This is an optimization exercise on Yosys and OpenROAD, whose aim is small area, not a production implementation.
Only simulation tests tie the RTL to the original design; equivalence was not proved.
No activity file was given, so power comes from the tool's default toggle rates.

### design/flow/config.mk
export PLATFORM = sky130hd
export DESIGN_NAME = imu_frame_decoder
export DESIGN_NICKNAME = imu_frame_decoder
export VERILOG_FILES = /design/flow/design.v
export SDC_FILE = /design/flow/constraint.sdc
export NUM_CORES = 4
export LEC_CHECK = 0
export ABC_AREA = 1
export CAP_MARGIN = 20
export CORE_MARGIN = 2
export CORE_UTILIZATION = 30
export SLEW_MARGIN = 20
### design/flow/constraint.sdc
create_clock -name core_clock -period 70.0 [get_ports {clk}]
set_input_delay 14.0000 -clock core_clock [delete_from_list [all_inputs] [get_ports {clk}]]
set_output_delay 14.0000 -clock core_clock [all_outputs]
set_load 0.01 [all_outputs]
### design/flow/design.v
module imu_frame_decoder (
    input  wire        clk,
    input  wire        rst,         
    input  wire        in_valid,
    input  wire [7:0]  in_byte,
    input  wire [31:0] now,
    output reg  [1:0]  fstate,
    output wire [31:0] acc_x,
    output wire [31:0] acc_y,
    output wire [31:0] acc_z,
    output wire [31:0] gyro_x,
    output wire [31:0] gyro_y,
    output wire [31:0] gyro_z,
    output wire [31:0] angle_x,
    output wire [31:0] angle_y,
    output wire [31:0] angle_z,
    output wire [31:0] mag_x,
    output wire [31:0] mag_y,
    output wire [31:0] mag_z,
    output wire [31:0] temp,
    output reg  [15:0] version,
    output reg  [31:0] ts,
    output reg         valid,
    output reg  [31:0] wd_last
);
    localparam [1:0] S_IDLE        = 2'd0;
    localparam [1:0] S_RECEIVING   = 2'd1;
    localparam [1:0] S_FRAME_READY = 2'd2;
    localparam [1:0] S_FRAME_ERROR = 2'd3;
    reg  [3:0] cnt;         
    reg  [7:0] csum;        
    reg  [7:0] lo, hi;      
    reg        t_known;     
    reg  [1:0] t_idx;       
    wire recv     = (fstate == S_RECEIVING);
    wire acc_byte = in_valid && !rst;
    wire at_tag   = recv && (cnt == 4'd1);
    wire at_end   = recv && (cnt == 4'd10);
    wire good     = acc_byte && at_end && (csum == in_byte);
    wire is_gyro  = (t_idx == 2'd1);
    wire is_ang   = (t_idx == 2'd2);
    wire        tmode = (cnt == 4'd10);
    wire [15:0] raw   = tmode ? {lo, hi} : {in_byte, lo};
    wire [16:0] v     = {raw[15], raw} + (tmode ? 17'd12325 : 17'd0);
    wire        sgn   = v[16];
    wire [15:0] m     = sgn ? (~v[15:0] + 16'd1) : v[15:0];
    wire        s3 = (m[15:8] == 8'd0);
    wire [15:0] m1 = s3 ? {m[7:0], 8'd0} : m;
    wire        s2 = (m1[15:12] == 4'd0);
    wire [15:0] m2 = s2 ? {m1[11:0], 4'd0} : m1;
    wire        s1 = (m2[15:14] == 2'd0);
    wire [15:0] m3 = s1 ? {m2[13:0], 2'd0} : m2;
    wire        s0 = !m3[15];
    wire [15:0] x  = s0 ? {m3[14:0], 1'b0} : m3;
    wire  [3:0] p  = ~{s3, s2, s1, s0};           
    wire        nz = x[15];
    wire [17:0] x3 = {2'd0, x} + {1'd0, x, 1'b0};
    wire [23:0] fa = is_ang  ? {x3, 6'd0} : {x, 8'd0};
    wire [23:0] fb = is_gyro ? {5'd0, x3, 1'b0} : is_ang ? {4'd0, x3, 2'd0} : 24'd0;
    wire [23:0] d  = fa - fb;
    wire [22:0] fmant = d[23] ? d[22:0] : {d[21:0], 1'b0};
    wire [17:0] qs = x3 + {10'd0, x3[17:8]} + 18'd4;
    wire  [9:0] q  = qs[17:8];
    wire  [7:0] r  = x3[7:0] + q[7:0];
    wire [22:0] tq = q[9] ? {q[8:0], r, r[7:2]} : {q[7:0], r, r[7:1]};
    wire        tg = q[9] ? r[1] : r[0];
    wire [22:0] tmant = tq + {22'd0, tg};
    wire        bb   = tmode ? q[9] : d[23];
    wire  [7:0] base = tmode   ? 8'd118 :
                       is_gyro ? 8'd122 :
                       is_ang  ? 8'd119 :
                       (t_idx == 2'd0) ? 8'd115 : 8'd126;
    wire  [7:0] e    = nz ? (base + {4'd0, p} + {7'd0, bb}) : 8'd0;
    wire [22:0] mant = tmode ? tmant : fmant;
    wire [29:0] cf = {sgn, e[7], e[6], e[3:0], mant};
    reg  [27:0] st0, st1, st2;
    reg  [20:0] acc_r  [0:2];
    reg  [27:0] gyro_r [0:2];
    reg  [26:0] ang_r  [0:2];
    reg  [20:0] mag_r  [0:2];
    reg  [29:0] temp_r;
    function [31:0] expand28;    
        input [27:0] c;
        expand28 = {c[27:26], c[25], c[25], c[25:21], c[20:0], 2'b00};
    endfunction
    assign acc_x   = expand28({acc_r[0],  7'd0});
    assign acc_y   = expand28({acc_r[1],  7'd0});
    assign acc_z   = expand28({acc_r[2],  7'd0});
    assign gyro_x  = expand28(gyro_r[0]);
    assign gyro_y  = expand28(gyro_r[1]);
    assign gyro_z  = expand28(gyro_r[2]);
    assign angle_x = expand28({ang_r[0], 1'b0});
    assign angle_y = expand28({ang_r[1], 1'b0});
    assign angle_z = expand28({ang_r[2], 1'b0});
    assign mag_x   = expand28({mag_r[0], 7'd0});
    assign mag_y   = expand28({mag_r[1], 7'd0});
    assign mag_z   = expand28({mag_r[2], 7'd0});
    assign temp    = {temp_r[29:28], temp_r[27], temp_r[27], temp_r[27:0]};
    wire ld_acc  = good && t_known && (t_idx == 2'd0);
    wire ld_gyro = good && t_known && (t_idx == 2'd1);
    wire ld_ang  = good && t_known && (t_idx == 2'd2);
    wire ld_mag  = good && t_known && (t_idx == 2'd3);
    always @(posedge clk) begin
        if (in_valid) begin
            lo <= in_byte;
            hi <= lo;
            csum <= (recv ? csum : 8'd0) + in_byte;
            if (recv)
                cnt <= cnt + 4'd1;
            else
                cnt <= 4'd1;
            if (at_tag) begin
                t_known <= (in_byte[7:3] == 5'b01010) &&
                           (in_byte[2:0] != 3'd0) && (in_byte[2:0] <= 3'd4);
                t_idx   <= in_byte[1:0] - 2'd1;
            end
            if (recv && cnt == 4'd3) st0 <= cf[29:2];
            if (recv && cnt == 4'd5) st1 <= cf[29:2];
            if (recv && cnt == 4'd7) st2 <= cf[29:2];
        end
    end
    always @(posedge clk) begin
        if (rst)
            fstate <= S_IDLE;
        else if (in_valid) begin
            if (recv) begin
                if (cnt == 4'd10)
                    fstate <= (csum == in_byte) ? S_FRAME_READY : S_FRAME_ERROR;
            end else
                fstate <= (in_byte == 8'h55) ? S_RECEIVING : S_IDLE;
        end
    end
    always @(posedge clk) begin
        if (rst) begin
            acc_r[0] <= 21'd0;  acc_r[1] <= 21'd0;  acc_r[2] <= 21'd0;
            gyro_r[0] <= 28'd0; gyro_r[1] <= 28'd0; gyro_r[2] <= 28'd0;
            ang_r[0] <= 27'd0;  ang_r[1] <= 27'd0;  ang_r[2] <= 27'd0;
            mag_r[0] <= 21'd0;  mag_r[1] <= 21'd0;  mag_r[2] <= 21'd0;
            temp_r  <= 30'd0;
            version <= 16'd0;
            ts      <= 32'd0;
            valid   <= 1'b0;
            wd_last <= 32'd0;
        end else begin
            if (good)
                wd_last <= now;
            if (good && t_known) begin
                ts    <= now;
                valid <= 1'b1;
            end
            if (ld_acc) begin
                acc_r[0] <= st0[27:7]; acc_r[1] <= st1[27:7]; acc_r[2] <= st2[27:7];
            end
            if (ld_gyro) begin
                gyro_r[0] <= st0; gyro_r[1] <= st1; gyro_r[2] <= st2;
            end
            if (ld_ang) begin
                ang_r[0] <= st0[27:1]; ang_r[1] <= st1[27:1]; ang_r[2] <= st2[27:1];
                version  <= {lo, hi};
            end
            if (ld_mag) begin
                mag_r[0] <= st0[27:7]; mag_r[1] <= st1[27:7]; mag_r[2] <= st2[27:7];
            end
            if (ld_acc || ld_mag)
                temp_r <= cf;
        end
    end
endmodule
### design/flow/run.sh
#!/bin/bash
# synth_recipe.tcl (not shown) runs the flow's synth.tcl, then flattens the netlist and writes it again
# the make line also repeats each setting of config.mk as NAME=value (left out here)
make -C /OpenROAD-flow-scripts/flow DESIGN_CONFIG=/design/flow/config.mk WORK_HOME=/design/flow/orfs CLKGATE_MAP_FILE= SYNTH_SCRIPT=/design/flow/synth_recipe.tcl finish
==> impl_metrics.py <==
metrics = {
    "min_path": {
        "min-delay-start": "ang_r[1][21]$_SDFFE_PP0P_",
        "holdPathEnd": "ang_r[1][21]$_SDFFE_PP0P_",
        "min_path_type": "flip-flop to flip-flop",
        "hold_depth": 2,
    },
    "grt": {
        "grt_pass1_vias": 21500,
        "grt_use_met1_pct": 26.7,
        "busiest_layer": "met2",
        "grt_remaining_overflow": 0,
        "grtUsageTotal_pct": 20.6,
        "antenna_found_initial": 0,
        "grt_max_degree": 106,
        "grtUsageMet2_pct": 34.9,
        "use_met3_pct": 3.20,
        "grt_pass1_wl_um": 138000,
    },
    "setup_path": {
        "rr_worst_depth": 65,
        "endpoint_kind": "flip-flop",
        "start_kind": "primary input",
        "crit_fanout": 19,
        "r2r_end": "st0[6]$_DFFE_PP_",
        "r2r_start": "cnt[0]$_SDFFCE_PN1P_",
        "critPathKind": "primary input to flip-flop",
        "arrival_ps": 25270,
        "worst-r2r-setup-slack_ps": 56850,
        "crit_top_cell": "nand2_1",
        "cp.required_ps": 70320,
        "slowest_delay_ps": 640,
        "cpMaxStageDelayCell": "clkdlybuf4s50_1",
    },
    "layout": {
        "drive_gt1_share_pct": 7.12,
        "syn2layout_area_growth_pct": 27.9,
        "antenna_cells": 0,
        "final_cells": 4817,
        "final_common_cell": "nor2_1",
        "nets": 3813,
        "fin_area_um2": 32400,
        "n_fill_cell": 8665,
        "final_cell_mix": "nor2_1 (615), nand2_1 (556), clkdlybuf4s50_1 (471), dfxtp_1 (404), o21ai_0 (336)",
        "multi_input_area_um2": 11700,
        "final-seq-area_um2": 11500,
    },
    "die": {
        "core_um2": 83600,
        "die-area_um2": 86700,
        "initial_utilization_pct": 30.3,
        "die_w_um": 294,
        "die_h_um": 294,
        "row_count": 106,
        "io_pins": 542,
    },
    "detailed_routing": {
        "vias_per_cell": 4.80,
        "drc": 0,
        "route.antenna.remaining_nets": 0,
        "drtIter0Drc": 1574,
        "first_pass_iters": 6,
        "drt_wl_total_um": 93300,
        "vias": 23100,
        "routedWlPerCell_um": 19.4,
    },
    "timing": {
        "hold_slack_ps": 459,
        "setup_tns_ps": 0,
        "slew_headroom_pct": 26.8,
        "min_period_ps": 24950,
        "fin_skew_ps": 25.7,
        "hold_viol": 0,
        "worst_pin_slew_ps": 1100,
        "report.final.setup_viol": 0,
        "timing.fmax_mhz": 40.1,
        "slew_violations": 0,
        "rsz0062_at_grt": "false",
        "final.period_utilization_pct": 35.6,
    },
    "synthesis": {
        "ys_types": 57,
        "synth_edf_count": 115,
        "synth_seq_area_share_pct": 45.6,
        "synth_area_leaders": "dfxtp_1 (32%), edfxtp_1 (14%), nor2_1 (9.2%)",
        "synth_top_cell_by_area": "dfxtp_1",
        "synthArstFlopShare_pct": 0,
        "ys_ff_latch": 519,
        "synthFlopType": "dfxtp_1",
        "ys.warnings.count": 5,
        "synth_top_cell_area_share_pct": 32.0,
        "syn_inst": 3326,
        "avgSynthCellArea_um2": 7.61,
        "synth_area_um2": 25300,
    },
    "run": {
        "maxCapViolCount": 0,
    },
    "place": {
        "dp_cells": 4713,
        "io_buffers": 472,
        "dp_hpwl_um": 66500,
        "dpl_cell_area_um2": 30500,
        "gp_congestion": 0.930,
    },
    "clock_tree": {
        "post_cts_resized": 0,
        "clkTransAtPathRegs_ps": 60,
        "post_cts_buffers": 0,
        "clock-sinks": 519,
        "clk_path_buf_depth": 3,
        "cts_root_buf": "clkbuf_16",
        "hold_buffers": 0,
        "htree_levels": 2,
        "cts_tree": "done",
        "clk_latency_ps": 620,
        "cts_buffers": 55,
    },
    "outcome": {
        "status": "no timing/DRC/antenna violations",
    },
    "pwr": {
        "irDropWorstVdd_uv": 48.0,
        "power.density_nw_per_um2": 38.8,
        "power_leakage_nw": 13.4,
    },
}
critical path: cells and delay by family:
family	cells	cell delay, ps
AND/OR/NAND/NOR	34	4760
adder cells (fa/ha/maj)	5	1670
AO/OA/AOI/OAI	11	2350
buffers and inverters	8	1560
XOR/XNOR	3	870
report_power, final:
group / switching [mW] / internal [mW] / leakage [nW] / total [mW]
Sequential: 0.00272 / 0.324 / 4.31 / 0.326
Clock: 0.129 / 0.172 / 0.931 / 0.301
Combinational: 0.439 / 0.189 / 8.12 / 0.628
Total: 0.570 / 0.686 / 13.4 / 1.26
per-layer routing:
layer / share of wire, % / up-vias
met5: 0 / -
met4: 3.2 / 0
met3: 6.1 / 121
met2: 48 / 741
met1: 43 / 10900
li1: - / 11400
per-stage QoR:
step	util (%)	setup WS, ps	power [mW]
finish	38.7	45050	1.26
global route	38.7	43890	1.34
CTS	38.7	45230	1.26
detailed placement	36.5	44640	0.953
global placement	36.5	44750	0.959
floorplan	-	47210	0.788
worst max-delay path by stage:
stage | endpoint | cells after the start | start | slack, ps
after floorplan | st0[19]$_DFFE_PP_ | 69 | in_byte[0] | 47210
after global placement | st1[6]$_DFFE_PP_ | 63 | in_byte[2] | 44750
after detailed placement | st1[6]$_DFFE_PP_ | 63 | in_byte[2] | 44640
after CTS | st0[6]$_DFFE_PP_ | 63 | in_byte[2] | 45230
after global routing | st0[6]$_DFFE_PP_ | 63 | in_byte[2] | 43890
final | st0[6]$_DFFE_PP_ | 61 | in_byte[2] | 45050
cell usage after synthesis (all sizes together) (5+ instances only):
| cell type | number |
|---|---|
| nor2 | 649 |
| nand2 | 599 |
| dfxtp | 404 |
| o21ai | 375 |
| nand3 | 255 |
| inv | 244 |
| a21oi | 202 |
| clkbuf | 141 |
| buf | 117 |
| edfxtp | 115 |
| ha | 75 |
| xor2 | 38 |
| nand4 | 19 |
| xnor2 | 18 |
| or2 | 10 |
| nor3 | 9 |
| o21bai | 8 |
| a22oi | 7 |
| fa | 5 |
state kept, by name, summed over array words and instances (netlist names):
name,cells
mag_r,63
ang_r,81
version,16
t_idx,2
st1,28
lo,8
csum,8
temp_r,30
st0,28
st2,28
cnt,4
hi,8
ts,32
t_known,1
fstate,2
wd_last,32
gyro_r,84
valid,1
acc_r,63
kinds of logic (layout without fill, tap and decap cells):
| logic type | after synthesis | in the layout | synth area share [%] |
|---|---|---|---|
| buffers and inverters | 506 | 849 | 9.26 |
| adder cells (fa/ha/maj) | 80 | 80 | 4.10 |
| AO/OA/AOI/OAI | 611 | 611 | 12.7 |
| flip-flops | 519 | 519 | 45.6 |
| XOR/XNOR | 56 | 56 | 1.94 |
| other | 1 | 69 | 0.0148 |
| AND/OR/NAND/NOR | 1553 | 1553 | 26.3 |
layout make-up:
| class | instances | area share (%) |
|---|---|---|
| clock buffers | 87 | 5.39 |
| clock inverters | 17 | 0.421 |
| inverters | 248 | 2.92 |
| multi-input cells | 2369 | 36.3 |
| flip-flops and latches | 519 | 35.7 |
| well taps | 1080 | 4.17 |
| repair buffers | 497 | 15.2 |

[separate check: timing with driven ports]
Ports are ideal in the flow. The routed layout listed here was re-timed in OpenROAD.
Step 1 (the two cells are an assumption about what drives the block):
set clk [get_ports {clk}]
set_driving_cell -lib_cell sky130_fd_sc_hd__clkbuf_16 $clk
set_driving_cell -lib_cell sky130_fd_sc_hd__buf_2 [delete_from_list [all_inputs] $clk]
Step 2 times the ports against the registers' clock, not the clock port: input delays grow and output delays shrink by t, the midpoint of the rising clock arrivals with the driver on.
Three values: no drivers, after step 1, after step 2; two values: the first two.
t, ns: 0.673
setup slack, ns: 45.054 / 45.094 / 44.421
worst setup path at the end: input to register
After both steps this run still meets setup and hold. For this run, drivers alone change the setup slack by +0.040 ns; drivers and shift together by -0.633 ns.
